Context: an optimization exercise on an open-source flow, tuned for small area. The choices shown serve that exercise and are no tape-out recipe.
The RTL was checked by simulation tests, not by an equivalence proof against the original design.
Power figures rest on the tool's default switching activity, not on a simulated workload.

`design/flow/run.sh`:
```
#!/bin/bash
# synth_recipe.tcl (not shown) runs the flow's synth.tcl, then flattens the netlist and writes it again
# the make line also repeats each setting of config.mk as NAME=value (left out here)
make -C /OpenROAD-flow-scripts/flow DESIGN_CONFIG=/design/flow/config.mk WORK_HOME=/design/flow/orfs CLKGATE_MAP_FILE= SYNTH_SCRIPT=/design/flow/synth_recipe.tcl finish
```
`design/flow/config.mk`:
```
export PLATFORM = sky130hd
export DESIGN_NAME = jd_beacon
export DESIGN_NICKNAME = jd_beacon
export VERILOG_FILES = /design/flow/design.v
export SDC_FILE = /design/flow/constraint.sdc
export NUM_CORES = 4
export LEC_CHECK = 0
export CAP_MARGIN = 20
export CORE_MARGIN = 2
export CORE_UTILIZATION = 40
export SLEW_MARGIN = 20
```
`design/flow/constraint.sdc`:
```
create_clock -name core_clock -period 10.0 [get_ports {clk}]
set_input_delay 2.0000 -clock core_clock [delete_from_list [all_inputs] [get_ports {clk}]]
set_output_delay 2.0000 -clock core_clock [all_outputs]
set_load 0.01 [all_outputs]
```
`design/flow/design.v`:
```
module jd_beacon #(
    parameter integer F_CLK         = 4000000,
    parameter integer TICK_PRESCALE = 26,
    parameter integer FAST_COUNTS   = 20,
    parameter integer SLOW_DIV      = 40,
    parameter integer BIT_CYCLES    = 200
) (
    input  wire        clk,
    input  wire        rst,
    input  wire        cmd_valid,
    input  wire [15:0] cmd,
    input  wire        rx_line,
    input  wire [7:0]  prov_byte,
    output wire        carrier,
    output wire        tx_line,
    output wire [2:0]  led,
    output wire        fast_tick,
    output wire        slow_tick,
    output wire        irq_fast,
    output wire        irq_slow,
    output wire        irq_rx,
    output wire [7:0]  rx_byte,
    output wire        prov_take,
    output wire        tx_done,
    output wire        tx_ready,
    output wire [$clog2(FAST_COUNTS)-1:0] tick_count,
    output wire        cmd_fault
);
    localparam integer CARRIER_HALF = (F_CLK / 38000) / 2;
    localparam integer MID          = BIT_CYCLES / 2;
    localparam integer PRE_W  = (TICK_PRESCALE > 1) ? $clog2(TICK_PRESCALE) : 1;
    localparam integer BASE_W = (FAST_COUNTS   > 1) ? $clog2(FAST_COUNTS)   : 1;
    localparam integer SLOW_W = (SLOW_DIV      > 1) ? $clog2(SLOW_DIV)      : 1;
    localparam integer CAR_W  = (CARRIER_HALF  > 1) ? $clog2(CARRIER_HALF)  : 1;
    localparam integer BIT_W  = $clog2(BIT_CYCLES);
    localparam [1:0] H_NONE = 2'd0;
    localparam [1:0] H_PWM  = 2'd1;
    localparam [1:0] H_IRTX = 2'd2;
    localparam [1:0] H_EXT  = 2'd3;
    localparam [7:0] OP_NOP        = 8'h00;
    localparam [7:0] OP_TICK_INIT  = 8'h10;
    localparam [7:0] OP_REG_FAST   = 8'h11;
    localparam [7:0] OP_REG_SLOW   = 8'h12;
    localparam [7:0] OP_LIGHT_INIT = 8'h20;
    localparam [7:0] OP_SET_CHAN   = 8'h21;
    localparam [7:0] OP_ALL_OFF    = 8'h22;
    localparam [7:0] OP_SET_BRIGHT = 8'h23;
    localparam [7:0] OP_IR_INIT    = 8'h30;
    localparam [7:0] OP_RX_ENABLE  = 8'h31;
    localparam [7:0] OP_RX_DISABLE = 8'h32;
    localparam [7:0] OP_RX_SUSPEND = 8'h33;
    localparam [7:0] OP_REG_RXH    = 8'h34;
    localparam [7:0] OP_REG_TXP    = 8'h35;
    localparam [7:0] OP_TX_START   = 8'h36;
    localparam [7:0] OP_TX_STOP    = 8'h37;
    localparam [7:0] OP_TRANSMIT   = 8'h38;
    reg              tick_en;
    reg [PRE_W-1:0]  pre_cnt;
    reg [BASE_W-1:0] base_cnt;
    reg [SLOW_W-1:0] slow_cnt;
    reg [1:0]        fast_slot;
    reg [1:0]        slow_slot;
    reg              light_en;
    reg [2:0]        mask;
    reg [6:0]        brightness;
    reg [6:0]        pwm_cnt;
    reg              gate;
    reg              ir_en;
    reg [CAR_W-1:0]  car_cnt;
    reg              carrier_q;
    reg              tx_busy;
    reg [7:0]        tx_data;
    reg [3:0]        tx_idx;
    reg [BIT_W-1:0]  tx_cnt;
    reg              rx_intent;
    reg              rx_hw_en;
    reg              rx_prev;
    reg              rx_busy;
    reg [3:0]        rx_idx;
    reg [BIT_W-1:0]  rx_cnt;
    reg [7:0]        rx_shift;
    reg [7:0]        rx_data;
    reg              rxh_reg;
    reg              txp_reg;
    reg              ev_fast, ev_slow, irq_fast_q, irq_slow_q, irq_rx_q;
    reg              prov_take_q, tx_done_q;
    reg              cmd_fault_q;
    reg              n_tick_en;
    reg [PRE_W-1:0]  n_pre_cnt;
    reg [BASE_W-1:0] n_base_cnt;
    reg [SLOW_W-1:0] n_slow_cnt;
    reg [1:0]        n_fast_slot;
    reg [1:0]        n_slow_slot;
    reg              n_light_en;
    reg [2:0]        n_mask;
    reg [6:0]        n_brightness;
    reg [6:0]        n_pwm_cnt;
    reg              n_gate;
    reg              n_ir_en;
    reg [CAR_W-1:0]  n_car_cnt;
    reg              n_carrier;
    reg              n_tx_busy;
    reg [7:0]        n_tx_data;
    reg [3:0]        n_tx_idx;
    reg [BIT_W-1:0]  n_tx_cnt;
    reg              n_rx_intent;
    reg              n_rx_hw_en;
    reg              n_rx_prev;
    reg              n_rx_busy;
    reg [3:0]        n_rx_idx;
    reg [BIT_W-1:0]  n_rx_cnt;
    reg [7:0]        n_rx_shift;
    reg [7:0]        n_rx_data;
    reg              n_rxh_reg;
    reg              n_txp_reg;
    reg              n_ev_fast, n_ev_slow, n_irq_fast, n_irq_slow, n_irq_rx;
    reg              n_prov_take, n_tx_done;
    reg              n_cmd_fault;
    reg              fast_event;
    reg              slow_event;
    reg [1:0]        handler;
    reg [6:0]        pwm_next;
    reg              do_push;
    reg [7:0]        push_byte;
    reg [7:0]        op;
    reg [7:0]        k;
    integer          inv;
    always @* begin
        n_tick_en    = tick_en;
        n_pre_cnt    = pre_cnt;
        n_base_cnt   = base_cnt;
        n_slow_cnt   = slow_cnt;
        n_fast_slot  = fast_slot;
        n_slow_slot  = slow_slot;
        n_light_en   = light_en;
        n_mask       = mask;
        n_brightness = brightness;
        n_pwm_cnt    = pwm_cnt;
        n_gate       = gate;
        n_ir_en      = ir_en;
        n_car_cnt    = car_cnt;
        n_carrier    = carrier_q;
        n_tx_busy    = tx_busy;
        n_tx_data    = tx_data;
        n_tx_idx     = tx_idx;
        n_tx_cnt     = tx_cnt;
        n_rx_intent  = rx_intent;
        n_rx_hw_en   = rx_hw_en;
        n_rx_prev    = rx_prev;
        n_rx_busy    = rx_busy;
        n_rx_idx     = rx_idx;
        n_rx_cnt     = rx_cnt;
        n_rx_shift   = rx_shift;
        n_rx_data    = rx_data;
        n_rxh_reg    = rxh_reg;
        n_txp_reg    = txp_reg;
        n_cmd_fault  = cmd_fault_q;
        n_ev_fast   = 1'b0;
        n_ev_slow   = 1'b0;
        n_irq_fast  = 1'b0;
        n_irq_slow  = 1'b0;
        n_irq_rx    = 1'b0;
        n_prov_take = 1'b0;
        n_tx_done   = 1'b0;
        fast_event = 1'b0;
        slow_event = 1'b0;
        handler    = H_NONE;
        pwm_next   = 7'd0;
        do_push    = 1'b0;
        push_byte  = 8'h00;
        op         = cmd[15:8];
        k          = cmd[7:0];
        if (n_tx_busy) begin
            if (n_tx_cnt == BIT_CYCLES - 1) begin
                n_tx_cnt = {BIT_W{1'b0}};
                if (n_tx_idx == 4'd9) begin
                    n_tx_busy = 1'b0;
                    n_tx_idx  = 4'd0;
                    n_tx_done = 1'b1;
                    if (n_rx_intent)
                        n_rx_hw_en = 1'b1;
                end else begin
                    n_tx_idx = n_tx_idx + 4'd1;
                end
            end else begin
                n_tx_cnt = n_tx_cnt + 1'b1;
            end
        end
        if (n_ir_en && n_rx_hw_en) begin
            if (!n_rx_busy) begin
                if (n_rx_prev && !rx_line) begin
                    n_rx_busy = 1'b1;
                    n_rx_idx  = 4'd0;
                    n_rx_cnt  = {BIT_W{1'b0}};
                end
            end else begin
                if (n_rx_cnt == BIT_CYCLES - 1) begin
                    n_rx_idx = n_rx_idx + 4'd1;
                    n_rx_cnt = {BIT_W{1'b0}};
                end else begin
                    n_rx_cnt = n_rx_cnt + 1'b1;
                end
                if (n_rx_cnt == MID) begin
                    if (n_rx_idx >= 4'd1 && n_rx_idx <= 4'd8)
                        n_rx_shift[n_rx_idx - 4'd1] = rx_line;
                    if (n_rx_idx == 4'd9) begin
                        n_rx_data = n_rx_shift;
                        n_rx_busy = 1'b0;
                        n_rx_idx  = 4'd0;
                        n_rx_cnt  = {BIT_W{1'b0}};
                        if (n_rxh_reg)
                            n_irq_rx = 1'b1;
                    end
                end
            end
        end
        n_rx_prev = rx_line;
        if (n_ir_en) begin
            if (n_car_cnt == CARRIER_HALF - 1) begin
                n_car_cnt = {CAR_W{1'b0}};
                n_carrier = ~n_carrier;
            end else begin
                n_car_cnt = n_car_cnt + 1'b1;
            end
        end
        if (n_tick_en) begin
            if (n_pre_cnt == TICK_PRESCALE - 1) begin
                n_pre_cnt = {PRE_W{1'b0}};
                if (n_base_cnt == FAST_COUNTS - 1) begin
                    n_base_cnt = {BASE_W{1'b0}};
                    fast_event = 1'b1;
                end else begin
                    n_base_cnt = n_base_cnt + 1'b1;
                end
            end else begin
                n_pre_cnt = n_pre_cnt + 1'b1;
            end
        end
        if (fast_event) begin
            n_ev_fast = 1'b1;
            if (n_slow_cnt == SLOW_DIV - 1)
                n_slow_cnt = {SLOW_W{1'b0}};
            else
                n_slow_cnt = n_slow_cnt + 1'b1;
            if (n_slow_cnt == 0) begin
                slow_event = 1'b1;
                n_ev_slow  = 1'b1;
            end
        end
        for (inv = 0; inv < 2; inv = inv + 1) begin
            if ((inv == 0 && fast_event) || (inv == 1 && slow_event)) begin
                handler = (inv == 0) ? fast_slot : slow_slot;
                case (handler)
                    H_PWM: begin
                        pwm_next  = (n_pwm_cnt == 7'd99) ? 7'd0 : n_pwm_cnt + 7'd1;
                        n_pwm_cnt = pwm_next;
                        if (pwm_next == 7'd0)
                            n_gate = 1'b1;
                        if (pwm_next == n_brightness)
                            n_gate = 1'b0;
                    end
                    H_IRTX: begin
                        if (n_ir_en && n_txp_reg) begin
                            n_rx_hw_en  = 1'b0;
                            n_rx_busy   = 1'b0;
                            n_prov_take = 1'b1;
                            if (!n_tx_busy) begin
                                n_tx_busy = 1'b1;
                                n_tx_data = prov_byte;
                                n_tx_idx  = 4'd0;
                                n_tx_cnt  = {BIT_W{1'b0}};
                            end
                        end
                    end
                    H_EXT: begin
                        if (inv == 0)
                            n_irq_fast = 1'b1;
                        else
                            n_irq_slow = 1'b1;
                    end
                    default: ;
                endcase
            end
        end
        if (cmd_valid) begin
            case (op)
                OP_NOP:
                    if (k != 8'h00) n_cmd_fault = 1'b1;
                OP_TICK_INIT:
                    if (k != 8'h00) n_cmd_fault = 1'b1;
                    else n_tick_en = 1'b1;
                OP_REG_FAST:
                    if (k > 8'd3) n_cmd_fault = 1'b1;
                    else n_fast_slot = k[1:0];
                OP_REG_SLOW:
                    if (k > 8'd3) n_cmd_fault = 1'b1;
                    else n_slow_slot = k[1:0];
                OP_LIGHT_INIT:
                    if (k != 8'h00) n_cmd_fault = 1'b1;
                    else begin
                        n_tick_en   = 1'b1;
                        n_light_en  = 1'b1;
                        n_fast_slot = H_PWM;
                    end
                OP_SET_CHAN:
                    if (k[6:2] != 5'd0 || k[1:0] == 2'd3) n_cmd_fault = 1'b1;
                    else n_mask[k[1:0]] = k[7];
                OP_ALL_OFF:
                    if (k != 8'h00) n_cmd_fault = 1'b1;
                    else n_mask = 3'b000;
                OP_SET_BRIGHT:
                    n_brightness = (k > 8'd100) ? 7'd100 : k[6:0];
                OP_IR_INIT:
                    if (k != 8'h00) n_cmd_fault = 1'b1;
                    else begin
                        n_tick_en = 1'b1;
                        n_ir_en   = 1'b1;
                    end
                OP_RX_ENABLE:
                    if (k != 8'h00) n_cmd_fault = 1'b1;
                    else begin
                        n_rx_intent = 1'b1;
                        n_rx_hw_en  = 1'b1;
                    end
                OP_RX_DISABLE:
                    if (k != 8'h00) n_cmd_fault = 1'b1;
                    else begin
                        n_rx_intent = 1'b0;
                        n_rx_hw_en  = 1'b0;
                        n_rx_busy   = 1'b0;
                    end
                OP_RX_SUSPEND:
                    if (k != 8'h00) n_cmd_fault = 1'b1;
                    else begin
                        n_rx_hw_en = 1'b0;
                        n_rx_busy  = 1'b0;
                    end
                OP_REG_RXH:
                    if (k > 8'd1) n_cmd_fault = 1'b1;
                    else n_rxh_reg = k[0];
                OP_REG_TXP:
                    if (k > 8'd1) n_cmd_fault = 1'b1;
                    else n_txp_reg = k[0];
                OP_TX_START:
                    if (k != 8'h00) n_cmd_fault = 1'b1;
                    else n_slow_slot = H_IRTX;
                OP_TX_STOP:
                    if (k != 8'h00) n_cmd_fault = 1'b1;
                    else n_slow_slot = H_NONE;
                OP_TRANSMIT:
                    if (n_ir_en && !n_tx_busy) begin
                        n_tx_busy = 1'b1;
                        n_tx_data = k;
                        n_tx_idx  = 4'd0;
                        n_tx_cnt  = {BIT_W{1'b0}};
                    end
                default:
                    n_cmd_fault = 1'b1;
            endcase
        end
    end
    always @(posedge clk) begin
        if (rst) begin
            tick_en     <= 1'b0;
            pre_cnt     <= {PRE_W{1'b0}};
            base_cnt    <= {BASE_W{1'b0}};
            slow_cnt    <= {SLOW_W{1'b0}};
            fast_slot   <= H_NONE;
            slow_slot   <= H_NONE;
            light_en    <= 1'b0;
            mask        <= 3'b000;
            brightness  <= 7'd0;
            pwm_cnt     <= 7'd0;
            gate        <= 1'b0;
            ir_en       <= 1'b0;
            car_cnt     <= {CAR_W{1'b0}};
            carrier_q   <= 1'b0;
            tx_busy     <= 1'b0;
            tx_data     <= 8'h00;
            tx_idx      <= 4'd0;
            tx_cnt      <= {BIT_W{1'b0}};
            rx_intent   <= 1'b0;
            rx_hw_en    <= 1'b0;
            rx_prev     <= 1'b1;
            rx_busy     <= 1'b0;
            rx_idx      <= 4'd0;
            rx_cnt      <= {BIT_W{1'b0}};
            rx_shift    <= 8'h00;
            rx_data     <= 8'h00;
            rxh_reg     <= 1'b0;
            txp_reg     <= 1'b0;
            ev_fast     <= 1'b0;
            ev_slow     <= 1'b0;
            irq_fast_q  <= 1'b0;
            irq_slow_q  <= 1'b0;
            irq_rx_q    <= 1'b0;
            prov_take_q <= 1'b0;
            tx_done_q   <= 1'b0;
            cmd_fault_q <= 1'b0;
        end else begin
            tick_en     <= n_tick_en;
            pre_cnt     <= n_pre_cnt;
            base_cnt    <= n_base_cnt;
            slow_cnt    <= n_slow_cnt;
            fast_slot   <= n_fast_slot;
            slow_slot   <= n_slow_slot;
            light_en    <= n_light_en;
            mask        <= n_mask;
            brightness  <= n_brightness;
            pwm_cnt     <= n_pwm_cnt;
            gate        <= n_gate;
            ir_en       <= n_ir_en;
            car_cnt     <= n_car_cnt;
            carrier_q   <= n_carrier;
            tx_busy     <= n_tx_busy;
            tx_data     <= n_tx_data;
            tx_idx      <= n_tx_idx;
            tx_cnt      <= n_tx_cnt;
            rx_intent   <= n_rx_intent;
            rx_hw_en    <= n_rx_hw_en;
            rx_prev     <= n_rx_prev;
            rx_busy     <= n_rx_busy;
            rx_idx      <= n_rx_idx;
            rx_cnt      <= n_rx_cnt;
            rx_shift    <= n_rx_shift;
            rx_data     <= n_rx_data;
            rxh_reg     <= n_rxh_reg;
            txp_reg     <= n_txp_reg;
            ev_fast     <= n_ev_fast;
            ev_slow     <= n_ev_slow;
            irq_fast_q  <= n_irq_fast;
            irq_slow_q  <= n_irq_slow;
            irq_rx_q    <= n_irq_rx;
            prov_take_q <= n_prov_take;
            tx_done_q   <= n_tx_done;
            cmd_fault_q <= n_cmd_fault;
        end
    end
    reg tx_level;
    always @* begin
        if (!tx_busy)
            tx_level = 1'b1;             
        else if (tx_idx == 4'd0)
            tx_level = 1'b0;             
        else if (tx_idx == 4'd9)
            tx_level = 1'b1;             
        else
            tx_level = tx_data[tx_idx - 4'd1];
    end
    assign carrier    = carrier_q;
    assign tx_line    = tx_level;
    assign led        = (light_en && gate) ? mask : 3'b000;
    assign fast_tick  = ev_fast;
    assign slow_tick  = ev_slow;
    assign irq_fast   = irq_fast_q;
    assign irq_slow   = irq_slow_q;
    assign irq_rx     = irq_rx_q;
    assign rx_byte    = rx_data;
    assign prov_take  = prov_take_q;
    assign tx_done    = tx_done_q;
    assign tx_ready   = ir_en && !tx_busy;
    assign tick_count = base_cnt;
    assign cmd_fault  = cmd_fault_q;
endmodule
```
==> summary.txt <==
## per-stage QoR
stage	cell area [sq um]	hold slack, ns	setup slack (ns)	total power, mW
floorplan	6810	0.445	6.03	0.468
global placement	7490	0.468	5.32	0.488
detailed placement	7490	0.470	5.25	0.487
CTS	7770	0.482	5.14	0.839
global route	7770	0.525	5.00	0.860
finish	7770	0.480	5.18	0.824
## cell type report
cell class	instances	area, sq um
flip-flops and latches	111	2220
inverters	22	82.6
repair buffers	56	553
multi-input cells	675	4360
clock buffers	9	225
clock inverters	7	55.1
fillers	1671	8870
well taps	220	275
## cells in the mapped netlist (4+ instances only)
| library cell | n |
|---|---|
| a311oi_1 | 15 |
| or3_1 | 5 |
| o2111ai_1 | 4 |
| a31oi_1 | 10 |
| nor3b_1 | 6 |
| nand2b_1 | 15 |
| or2_2 | 8 |
| nor3_1 | 34 |
| a21o_1 | 7 |
| nand2_1 | 77 |
| and2_1 | 8 |
| nor4_1 | 9 |
| a211oi_1 | 15 |
| xnor2_1 | 21 |
| inv_1 | 22 |
| a22oi_1 | 10 |
| o21a_1 | 4 |
| and3_1 | 10 |
| mux2_2 | 4 |
| o22ai_1 | 4 |
| o21ai_0 | 39 |
| nor2_1 | 122 |
| clkbuf_1 | 30 |
| a21oi_1 | 46 |
| nand4_1 | 16 |
| nand3_1 | 29 |
| nor2b_1 | 8 |
| ha_1 | 24 |
| nand4b_1 | 6 |
| mux2i_1 | 18 |
| xor2_1 | 18 |
| nand3b_1 | 9 |
| a41oi_1 | 4 |
| dfxtp_1 | 111 |
## kinds of logic after synthesis
family / count (synthesis) / share of synthesized area (%)
mux: 24 / 3.97
simple gates: 395 / 30.8
fa+ha+maj: 24 / 4.41
buf+inv: 58 / 3.36
flops: 111 / 32.6
xor+xnor: 43 / 6.36
compound gates: 189 / 18.5
## worst max-delay path by stage
| stage | startpoint | endpoint | slack, ns | depth (start not counted) |
|---|---|---|---|---|
| 2_1_floorplan | cmd[15] | tx_cnt[0] | 6.03 | 9 |
| 3_3_place_gp | cmd[15] | tx_cnt[5] | 5.32 | 8 |
| 3_5_place_dp | cmd[15] | tx_cnt[0] | 5.25 | 8 |
| 4_1_cts | tx_idx[0] | tx_line | 5.14 | 8 |
| 5_1_grt | tx_idx[0] | tx_line | 5.00 | 8 |
| 6_report | tx_idx[0] | tx_line | 5.18 | 8 |
## power by group
| group | internal (mW) | switching (mW) | total [mW] |
|---|---|---|---|
| clock network | 0.172 | 0.176 | 0.347 |
| logic | 0.0145 | 0.0205 | 0.0350 |
| registers | 0.442 | 0.000293 | 0.442 |
## worst min-delay path: cells and delay by family, from the launching register on
kind	cells	cell delay, ns
AO/OA/AOI/OAI	2	0.13
flip-flops	1	0.32
## routing by layer
metal,up-vias,share of wire (%),global-route usage [%],routed length (um)
met5,-,0,0,0
met4,0,1.1,3.92,195
met3,14,5.6,4.88,962
met2,152,43,29.6,7340
met1,2777,50,27.2,8590
li1,3140,-,-,-
==> results by group <==
Outcome
  – Status: complete, no violations

Critical path
  – Worst Path Arrival: 2.82 ns
  – RR Startpoint: base_cnt[0]
  – Slowest stage delay, CP: 0.55 ns
  – CP Launch Type: register
  – WS Path Type: reg2out
  – CP max FO: 8
  – Reg-to-reg endpoint: gate
  – Reg2reg path depth: 10
  – Slowest CP cell: mux4_2
  – Bufs and invs on worst path: 2
  – Crit path cell chain: inv_1 > ha_1 > mux4_2 > a21oi_1 > o22ai_1 > o21ai_0 > nand2_1 > clkdlybuf4s50_1
  – CP required: 8.00 ns
  – CP endpoint kind: primary output
  – R2r setup slk: 5.84 ns
  – CP top delay family: buffers and inverters

STA
  – Final setup skew: 0.00963 ns
  – Max Transition Viols Final: 0
  – Unrepaired setup endpoints after global routing: no
  – Fmax: 208 MHz
  – Slew HR: 27.0%
  – Final worst path period need: 4.82 ns
  – Worst-Margin Slew: 1.08 ns
  – Final Hold Vio Count: 0
  – Final setup viols: 0
  – Setup tns final: 0 ns
  – Fin crit share: 48.2%

Synth
  – Largest cells by area after synthesis: dfxtp_1 (33%), nor2_1 (6.7%), ha_1 (4.4%)
  – Mean post-synth cell area: 8.07 sq um
  – Cells after Synth: 844
  – Leading area contributor after synthesis: dfxtp_1
  – Post-synth cell types: 82
  – Sequential-to-total area share from yosys stat: 32.6%
  – Top cell type's share of synthesized area: 32.6%
  – Seq cells post-synth: 111
  – Mapped Nets: 896
  – Number of synthesized flops with an enable pin: 0
  – Post-synth ARST share: 0%
  – Syn Std Cell Area: 6810 sq um
  – Yosys warning count: 1
  – Top FF cell, synth: dfxtp_1

Min path
  – Min-Delay Path Class: reg2reg
  – Hold-critical path depth: 2
  – Hold Startpoint: mask[2]
  – Min-Delay Endpoint: mask[2]

Finish
  – Non-Filler Instances: 1100
  – Final Core Density: 46.7%
  – Commonest cells after routing, fill and taps aside: nor2_1 (122), dfxtp_1 (111), nand2_1 (77)
  – ANT cells: 0
  – Final Net Count: 927
  – Layout Area Growth over Synthesis: 14.1%
  – Most common cell after layout, fill and taps aside: nor2_1
  – Share of post-route cells with drive strength above 1: 6.14%

Floorplan
  – Die area: 18100 sq um
  – Initial Util: 40.9%
  – Die X: 134 um
  – Die Ht: 134 um
  – IO Count: 55
  – Row count: 47
  – Core area: 16600 sq um

Pwr
  – Pwr Density: 106 nW/um^2
  – Worst VDD drop: 0.112 mV
  – Static Leak: 2.70 nW

Global route
  – Vias in the first global route: 5581
  – First-pass GRT wire length: 28500 um
  – Total gr overflow: 0
  – Antenna violations before repair: 0
  – Pin count of the biggest net entering global routing: 79
  – GRT Overall Usage: 19.2%

Place
  – Placed cells: 1084
  – GP Congestion: 0.871
  – PortBufs: 54
  – HPWL Detailed: 12300 um

Clock network
  – H-tree Lvls: 3
  – CTS tree: done
  – Clock sinks: 111
  – Cts bufs inserted: 9
  – Post-CTS setup buffers: 0
  – Later-pin clock latency in the skew report: 0.36 ns
  – Clock-pin slew on the worst setup and hold paths: 0.08 ns
  – Root buffer cell: clkbuf_16
  – CTS Buffer Depth: 2
  – Post-cts hold buffer count: 0
  – Post-CTS Resized: 0

Detailed routing
  – Drt first pass iters: 4
  – Initial drt markers: 447
  – Antenna Violating Nets Remaining: 0
  – DRC violation count after routing: 0
  – Via count: 6083
  – Drt wl/cell: 15.5 um
  – DRT Wirelength: 17100 um
  – Vias/cell: 5.53

Run
  – Max cap viols: 0

[afterwards: timing with drivers on the ports]
The flow's constraints put no driver on any port. The routed layout listed below was extracted and timed again, unchanged, in two steps. Step 1, drivers: a clkbuf_16 drives clk and a buf_2 each remaining input, both assumed. Step 2 also shifts input and output timing later by t, the mid clock arrival at the registers, as if the neighbouring blocks saw the same clock. a / b / c = ideal / step 1 / step 2; a / b = the first two.
t (ns): 0.394
slack for setup (ns): 5.184 / 5.144 / 5.241
clock arrival spread, ns: 0.010 / 0.010
slew at the worst register clock pin (ns): 0.08 / 0.08
After both steps this run still meets setup and hold. For this run, drivers alone change the setup slack by -0.040 ns; drivers and shift together by +0.057 ns.
